What follows belongs to an exercise in optimizing a design on an open flow for small area and a short achievable clock period; a production flow would make more cautious choices.
At most, simulation tests tie the RTL to the original design; equivalence was not proved.
Power and IR drop assume default switching activity.

Setup of Q:
==> flow/design.v <==
module capdec_pre (
    input  wire [2:0]   ver,
    input  wire [128:0] cap,
    output wire         mw14,
    output wire         inv,
    output wire         sext,
    output wire         err,
    output wire         internal,
    output wire [5:0]   e_raw,
    output wire         over,
    output wire         sat
);
    assign mw14 = ~ver[2] & ~ver[1];
    assign inv  = ver[2] | (ver[1] & ver[0]);
    assign sext = ver[2];
    assign err  = ver[2] & ver[1];
    wire sat_en = ver[2] & ver[0];
    wire ie_bit = mw14 ? cap[90] : cap[94];
    assign internal = ie_bit ^ inv;
    wire [5:0] e6x   = (mw14 ? {cap[80:78], cap[66:64]} : {cap[82:80], cap[66:64]}) ^ {6{inv}};
    assign e_raw = internal ? e6x : 6'd0;
    assign over  = internal & (mw14 ? (e6x > 6'd52) : (e6x > 6'd50));
    assign sat   = sat_en & internal & (e6x >= 6'd51);
endmodule
module capdec_bounds (
    input  wire         mw14,
    input  wire         inv,
    input  wire         sext,
    input  wire         internal,
    input  wire [5:0]   exp_c,
    input  wire         sat,
    input  wire [128:0] cap,
    output wire [63:0]  base,
    output wire [64:0]  limit,
    output wire [63:0]  repb,
    output wire [64:0]  rept
);
    wire [15:0] bf = mw14 ? {2'b00, cap[77:64]} : cap[79:64];
    wire [13:0] tf = mw14 ? {2'b00, cap[89:78]} : cap[93:80];
    wire full_win = mw14 ? (exp_c > 6'd50) : (exp_c > 6'd48);
    wire [15:0] B   = internal ? {bf[15:3], 3'b000} : bf;
    wire [13:0] Tlo = internal ? {tf[13:3], 3'b000} : tf;
    wire [13:0] b_low = mw14 ? {2'b00, B[11:0]} : B[13:0];
    wire        carry = (Tlo < b_low);
    wire [1:0]  b_top = mw14 ? B[13:12] : B[15:14];
    wire [1:0]  ttop  = b_top + {1'b0, carry} + {1'b0, internal};
    wire [15:0] T     = mw14 ? {2'b00, ttop, Tlo[11:0]} : {ttop, Tlo};
    wire [63:0] a  = sext ? {{8{cap[55]}}, cap[55:0]} : cap[63:0];
    wire [64:0] ax = {1'b0, a};
    wire [65:0] a3v = mw14 ? {13'd0, a[63:11]} : {15'd0, a[63:13]};
    wire [65:0] a3s = a3v >> exp_c;
    wire [2:0]  A3  = a3s[2:0];
    wire [2:0]  B3  = mw14 ? B[13:11] : B[15:13];
    wire [2:0]  T3  = mw14 ? T[13:11] : T[15:13];
    wire [2:0]  R3  = B3 - 3'd1;
    wire aHi = (A3 < R3);
    wire tHi = (T3 < R3);
    wire bz  = (B3 == 3'd0);
    wire eb  = aHi ^ bz;
    wire et  = aHi ^ tHi;
    wire [63:0] th;
    wire [64:0] hi;
    genvar i, l;
    generate
        for (i = 0; i < 64; i = i + 1) begin : g_th
            assign th[i] = (exp_c <= i);
        end
        for (i = 0; i <= 64; i = i + 1) begin : g_hi
            if (i < 14)      assign hi[i] = 1'b0;
            else if (i < 16) assign hi[i] = mw14 & th[i-14];
            else             assign hi[i] = mw14 ? th[i-14] : th[i-16];
        end
    endgenerate
    wire [63:0] p = a | ~hi[63:0];
    wire [63:0] q = ~a | ~hi[63:0];
    wire [63:0] pp [0:6];
    wire [63:0] qq [0:6];
    assign pp[0] = p;
    assign qq[0] = q;
    generate
        for (l = 0; l < 6; l = l + 1) begin : g_lvl
            for (i = 0; i < 64; i = i + 1) begin : g_bit
                if (i & (1 << l)) begin
                    assign pp[l+1][i] = pp[l][i] & pp[l][(i >> l << l) - 1];
                    assign qq[l+1][i] = qq[l][i] & qq[l][(i >> l << l) - 1];
                end else begin
                    assign pp[l+1][i] = pp[l][i];
                    assign qq[l+1][i] = qq[l][i];
                end
            end
        end
    endgenerate
    wire [64:0] c  = {pp[6], 1'b1} & hi;
    wire [64:0] b  = {qq[6], 1'b1} & hi;
    wire [64:0] ah = ax & hi;
    wire [64:0] m  = aHi ? b : c;
    wire guard64 = ~mw14 & (exp_c == 6'd48);
    wire [15:0] B16 = mw14 ? {2'b00, B[13:0]} : B;
    wire [64:0] Bs  = {49'd0, B16 & {16{~sat}}} << exp_c;
    wire [64:0] Ts  = {49'd0, T & {16{~sat}}} << exp_c;
    wire [15:0] R16 = mw14 ? {2'b00, R3, 11'd0} : {R3, 13'd0};
    wire [64:0] Rs  = {49'd0, R16 & {16{~full_win}}} << exp_c;
    wire [64:0] base_p  = (ah ^ ({65{eb}} & m)) | Bs;
    wire [64:0] limit_u = ah ^ ({65{et}} & m);
    wire [64:0] limit_p = {limit_u[64] & ~guard64, limit_u[63:0]} | Ts;
    wire cond = base_p[63] ? ~(limit_p[64] ^ limit_p[63]) : limit_p[64];
    wire flip = inv & (exp_c < 6'd49) & cond;
    assign base  = base_p[63:0];
    assign limit = {(limit_p[64] ^ flip) | sat, limit_p[63:0]};
    assign repb = ah[63:0] ^ ({64{aHi}} & b[63:0]) | Rs[63:0];
    assign rept = {m[64] | full_win, ah[63:0] ^ ({64{~aHi}} & c[63:0]) | Rs[63:0]};
endmodule
module capdec_core (
    input  wire         mw14,
    input  wire         inv,
    input  wire         sext,
    input  wire         err_in,
    input  wire         internal,
    input  wire [5:0]   e_raw,
    input  wire         over,
    input  wire         sat,
    input  wire [128:0] cap,
    output wire         err,
    output wire         tag,
    output wire [17:0]  perms,
    output wire [18:0]  otype,
    output wire         ie,
    output wire [15:0]  bottom,
    output wire [13:0]  top,
    output wire [7:0]   flags,
    output wire [63:0]  value,
    output wire [63:0]  base,
    output wire [64:0]  limit,
    output wire [5:0]   exponent,
    output wire [63:0]  repb,
    output wire [64:0]  rept
);
    assign err      = err_in;
    assign tag      = cap[128];
    assign perms    = cap[127:110];
    assign flags    = cap[63:56];
    assign value    = cap[63:0];
    assign otype    = mw14 ? cap[109:91] : {4'd0, cap[109:95]};
    assign ie       = mw14 ? cap[90] : cap[94];
    assign bottom   = mw14 ? {2'd0, cap[77:64]} : cap[79:64];
    assign top      = mw14 ? {2'd0, cap[89:78]} : cap[93:80];
    wire [5:0] exp_c = over ? (mw14 ? 6'd52 : 6'd50) : e_raw;
    assign exponent = exp_c;
    capdec_bounds u_bounds (
        .mw14(mw14), .inv(inv), .sext(sext), .internal(internal), .exp_c(exp_c), .sat(sat),
        .cap(cap), .base(base), .limit(limit), .repb(repb), .rept(rept));
endmodule
module cap_bounds_decoder (
    input  wire         clk,
    input  wire         rst,
    input  wire         in_valid,
    input  wire [2:0]   in_ver,
    input  wire [128:0] in_cap,
    output reg          out_valid,
    output reg          out_err,
    output reg          out_tag,
    output reg  [17:0]  out_perms,
    output reg  [18:0]  out_otype,
    output reg          out_ie,
    output reg  [15:0]  out_bottom,
    output reg  [13:0]  out_top,
    output reg  [7:0]   out_flags,
    output reg  [63:0]  out_value,
    output reg  [63:0]  out_base,
    output reg  [64:0]  out_limit,
    output reg  [5:0]   out_exponent,
    output reg  [63:0]  out_repb,
    output reg  [64:0]  out_rept
);
    wire       p_mw14, p_inv, p_sext, p_err, p_internal, p_over, p_sat;
    wire [5:0] p_e_raw;
    capdec_pre u_pre (
        .ver(in_ver), .cap(in_cap), .mw14(p_mw14), .inv(p_inv), .sext(p_sext), .err(p_err),
        .internal(p_internal), .e_raw(p_e_raw), .over(p_over), .sat(p_sat));
    reg         s1_valid;
    reg [128:0] s1_cap;
    reg         s1_mw14, s1_inv, s1_sext, s1_err, s1_internal, s1_over, s1_sat;
    reg [5:0]   s1_e_raw;
    always @(posedge clk) begin
        if (rst) s1_valid <= 1'b0;
        else     s1_valid <= in_valid;
        s1_cap      <= in_cap;
        s1_mw14     <= p_mw14;
        s1_inv      <= p_inv;
        s1_sext     <= p_sext;
        s1_err      <= p_err;
        s1_internal <= p_internal;
        s1_sat      <= p_sat;
        s1_e_raw    <= p_e_raw;
        s1_over     <= p_over;
    end
    wire        d_err, d_tag, d_ie;
    wire [17:0] d_perms;
    wire [18:0] d_otype;
    wire [15:0] d_bottom;
    wire [13:0] d_top;
    wire [7:0]  d_flags;
    wire [63:0] d_value, d_base, d_repb;
    wire [64:0] d_limit, d_rept;
    wire [5:0]  d_exponent;
    capdec_core u_core (
        .mw14(s1_mw14), .inv(s1_inv), .sext(s1_sext), .err_in(s1_err),
        .internal(s1_internal), .e_raw(s1_e_raw), .over(s1_over), .sat(s1_sat), .cap(s1_cap),
        .err(d_err), .tag(d_tag), .perms(d_perms), .otype(d_otype), .ie(d_ie),
        .bottom(d_bottom), .top(d_top), .flags(d_flags), .value(d_value),
        .base(d_base), .limit(d_limit), .exponent(d_exponent),
        .repb(d_repb), .rept(d_rept));
    always @(posedge clk) begin
        if (rst) out_valid <= 1'b0;
        else     out_valid <= s1_valid;
        out_err      <= d_err;
        out_tag      <= d_tag;
        out_perms    <= d_perms;
        out_otype    <= d_otype;
        out_ie       <= d_ie;
        out_bottom   <= d_bottom;
        out_top      <= d_top;
        out_flags    <= d_flags;
        out_value    <= d_value;
        out_base     <= d_base;
        out_limit    <= d_limit;
        out_exponent <= d_exponent;
        out_repb     <= d_repb;
        out_rept     <= d_rept;
    end
endmodule
export LEC_CHECK = 0
export CAP_MARGIN = 20
export CORE_MARGIN = 2
export CORE_UTILIZATION = 40
export SLEW_MARGIN = 20
create_clock -name core_clock -period 26.0 [get_ports {clk}]
standard.sh (not shown) runs the stock make flow with config.mk's settings and CLKGATE_MAP_FILE= SYNTH_SCRIPT=/design/flow/synth_recipe.tcl, a recipe that flattens the netlist after the stock synthesis.
==> flow/flow/run.sh <==
#!/bin/bash
# Layout flow: the standard.sh, with these changes in how the layout is
# made; it is still laid out and signed off at the design's clock period
# and constraints:
#  - synthesis uses flow/synth_area.tcl (see there; registers as standard),
#  - ports are buffered with plain buf_1 cells,
#  - timing repair up to and including CTS aims at a setup margin of
#    19.7 ns; later repair (after global routing) at 19.5 ns.
# Each step's full output is in the log named below and in orfs/logs.
set -uo pipefail
cd "$(dirname "$0")/.."
W=$PWD
export BUFFER_PORTS_ARGS="-buffer_cell sky130_fd_sc_hd__buf_1"
sed "s#SYNTH_SCRIPT=[^ ]*#SYNTH_SCRIPT=$W/flow/synth_area.tcl#" standard.sh > flow_synth.sh
bash flow_synth.sh synth > flow_synth.log 2>&1 || exit 1
SETUP_SLACK_MARGIN=19.7 bash standard.sh cts > flow_to_cts.log 2>&1 || exit 1
SETUP_SLACK_MARGIN=19.5 bash standard.sh finish > flow_finish.log 2>&1
==> flow/flow/synth_area.tcl <==
# The standard synthesis (synth_recipe.tcl: ORFS synth.tcl without the fsm
# and share passes, then flattened and renamed), with two changes that only
# touch the combinational mapping (flip-flops are mapped exactly as there):
#  - no full/half-adder extraction (ADDER_MAP_FILE empty),
#  - ABC maps with its default script instead of ORFS's speed script.
proc synth {args} { yosys synth -nofsm -noshare {*}$args }
set ::env(ADDER_MAP_FILE) ""
proc abc {args} {
  set keep {}
  set skip 0
  foreach a $args {
    if {$skip} { set skip 0; continue }
    if {$a eq "-script" || $a eq "-D"} { set skip 1; continue }
    lappend keep $a
  }
  yosys abc {*}$keep
}
source $::env(SCRIPTS_DIR)/synth.tcl
# left out here: clear keep_hierarchy, flatten, clean up, hide names made inside functions, write 1_2_yosys.v
Here is what was changed in the inputs of T compared with Q.
==> flow/design.v, changed modules only <==
module capdec_bounds (
    input  wire         mw14,
    input  wire         inv,
    input  wire         sext,
    input  wire         internal,
    input  wire [5:0]   exp_c,
    input  wire         sat,
    input  wire [128:0] cap,
    output wire [63:0]  base,
    output wire [64:0]  limit,
    output wire [63:0]  repb,
    output wire [64:0]  rept
);
    wire [15:0] bf = mw14 ? {2'b00, cap[77:64]} : cap[79:64];
    wire [13:0] tf = mw14 ? {2'b00, cap[89:78]} : cap[93:80];
    wire full_win = mw14 ? (exp_c > 6'd50) : (exp_c > 6'd48);
    wire [15:0] B   = internal ? {bf[15:3], 3'b000} : bf;
    wire [13:0] Tlo = internal ? {tf[13:3], 3'b000} : tf;
    wire [13:0] b_low = mw14 ? {2'b00, B[11:0]} : B[13:0];
    wire        carry = (Tlo < b_low);
    wire [1:0]  b_top = mw14 ? B[13:12] : B[15:14];
    wire [1:0]  ttop  = b_top + {1'b0, carry} + {1'b0, internal};
    wire [15:0] T     = mw14 ? {2'b00, ttop, Tlo[11:0]} : {ttop, Tlo};
    wire [63:0] a  = sext ? {{8{cap[55]}}, cap[55:0]} : cap[63:0];
    wire [64:0] ax = {1'b0, a};
    wire [52:0] a3s = a[63:11] >> exp_c;
    wire [2:0]  A3  = mw14 ? a3s[2:0] : a3s[4:2];
    wire [2:0]  B3  = mw14 ? B[13:11] : B[15:13];
    wire [2:0]  T3  = mw14 ? T[13:11] : T[15:13];
    wire [2:0]  R3  = B3 - 3'd1;
    wire aHi = (A3 < R3);
    wire tHi = (T3 < R3);
    wire bz  = (B3 == 3'd0);
    wire eb  = aHi ^ bz;
    wire et  = aHi ^ tHi;
    wire [63:0] th;
    wire [64:0] hi;
    genvar i, l;
    generate
        for (i = 0; i < 64; i = i + 1) begin : g_th
            assign th[i] = (exp_c <= i);
        end
        for (i = 0; i <= 64; i = i + 1) begin : g_hi
            if (i < 14)      assign hi[i] = 1'b0;
            else if (i < 16) assign hi[i] = mw14 & th[i-14];
            else             assign hi[i] = mw14 ? th[i-14] : th[i-16];
        end
    endgenerate
    wire [63:0] p = a | ~hi[63:0];
    wire [63:0] q = ~a | ~hi[63:0];
    wire [63:0] pp [0:6];
    wire [63:0] qq [0:6];
    assign pp[0] = p;
    assign qq[0] = q;
    generate
        for (l = 0; l < 6; l = l + 1) begin : g_lvl
            for (i = 0; i < 64; i = i + 1) begin : g_bit
                if (i & (1 << l)) begin
                    assign pp[l+1][i] = pp[l][i] & pp[l][(i >> l << l) - 1];
                    assign qq[l+1][i] = qq[l][i] & qq[l][(i >> l << l) - 1];
                end else begin
                    assign pp[l+1][i] = pp[l][i];
                    assign qq[l+1][i] = qq[l][i];
                end
            end
        end
    endgenerate
    wire [64:0] c  = {pp[6], 1'b1} & hi;
    wire [64:0] b  = {qq[6], 1'b1} & hi;
    wire [64:0] ah = ax & hi;
    wire [64:0] m  = aHi ? b : c;
    wire guard64 = ~mw14 & (exp_c == 6'd48);
    wire [15:0] B16 = mw14 ? {2'b00, B[13:0]} : B;
    wire [64:0] Bs  = {49'd0, B16 & {16{~sat}}} << exp_c;
    wire [64:0] Ts  = {49'd0, T & {16{~sat}}} << exp_c;
    wire [15:0] R16 = mw14 ? {2'b00, R3, 11'd0} : {R3, 13'd0};
    wire [64:0] Rs  = {49'd0, R16 & {16{~full_win}}} << exp_c;
    wire [64:0] d       = ah ^ m;
    wire [64:0] base_p  = (eb ? d : ah) | Bs;
    wire [64:0] limit_u = et ? d : ah;
    wire [64:0] limit_p = {limit_u[64] & ~guard64, limit_u[63:0]} | Ts;
    wire cond = base_p[63] ? ~(limit_p[64] ^ limit_p[63]) : limit_p[64];
    wire flip = inv & (exp_c < 6'd49) & cond;
    assign base  = base_p[63:0];
    assign limit = {(limit_p[64] ^ flip) | sat, limit_p[63:0]};
    assign repb = (aHi ? d[63:0] : ah[63:0]) | Rs[63:0];
    assign rept = {m[64] | full_win, (aHi ? ah[63:0] : d[63:0]) | Rs[63:0]};
endmodule
==> summary.txt <==
In summary, T completed successfully, with a layout that passed the timing, DRC and antenna checks. Number of clock buffers in the layout ended up 1 higher on T than on Q. Fraction of area in registers: higher on Q. Taking Q as the reference, in T internal cell power increased 16%; total wire length after detailed routing up 3.1%. Going from Q to T, fraction of area in multi-input gates saw a decrease; number of non-clock buffers saw an increase; number of library cell types mapped by synthesis saw a decrease.
The RTL of T was laid out without a check of its function.

==> afterwards: timing with drivers on the ports <==
No port has a modelled driver above. Below, the same layouts with a new extraction and two added sets of constraints. Step 1 sets driving cells, clkbuf_16 on the clock port and buf_2 on the other inputs (assumed; they add their load-dependent delay and slew). Step 2 times the ports against the registers' clock, not the clock port: input delays grow and output delays shrink by t, the midpoint of the rising clock arrivals with the driver on. Three values: ideal, step 1, step 2; two values: the first two.
run	shift t [ns]	setup WS [ns]	cell pins on the clock port's net
Q	0.653	19.683 / 19.639 / 19.288	1
T	0.663	17.931 / 17.931 / 17.931	1
After both steps setup and hold are still met in every run listed. The setup slack of Q, which loses most, moves by -0.044 ns with the drivers and by -0.395 ns with both steps.
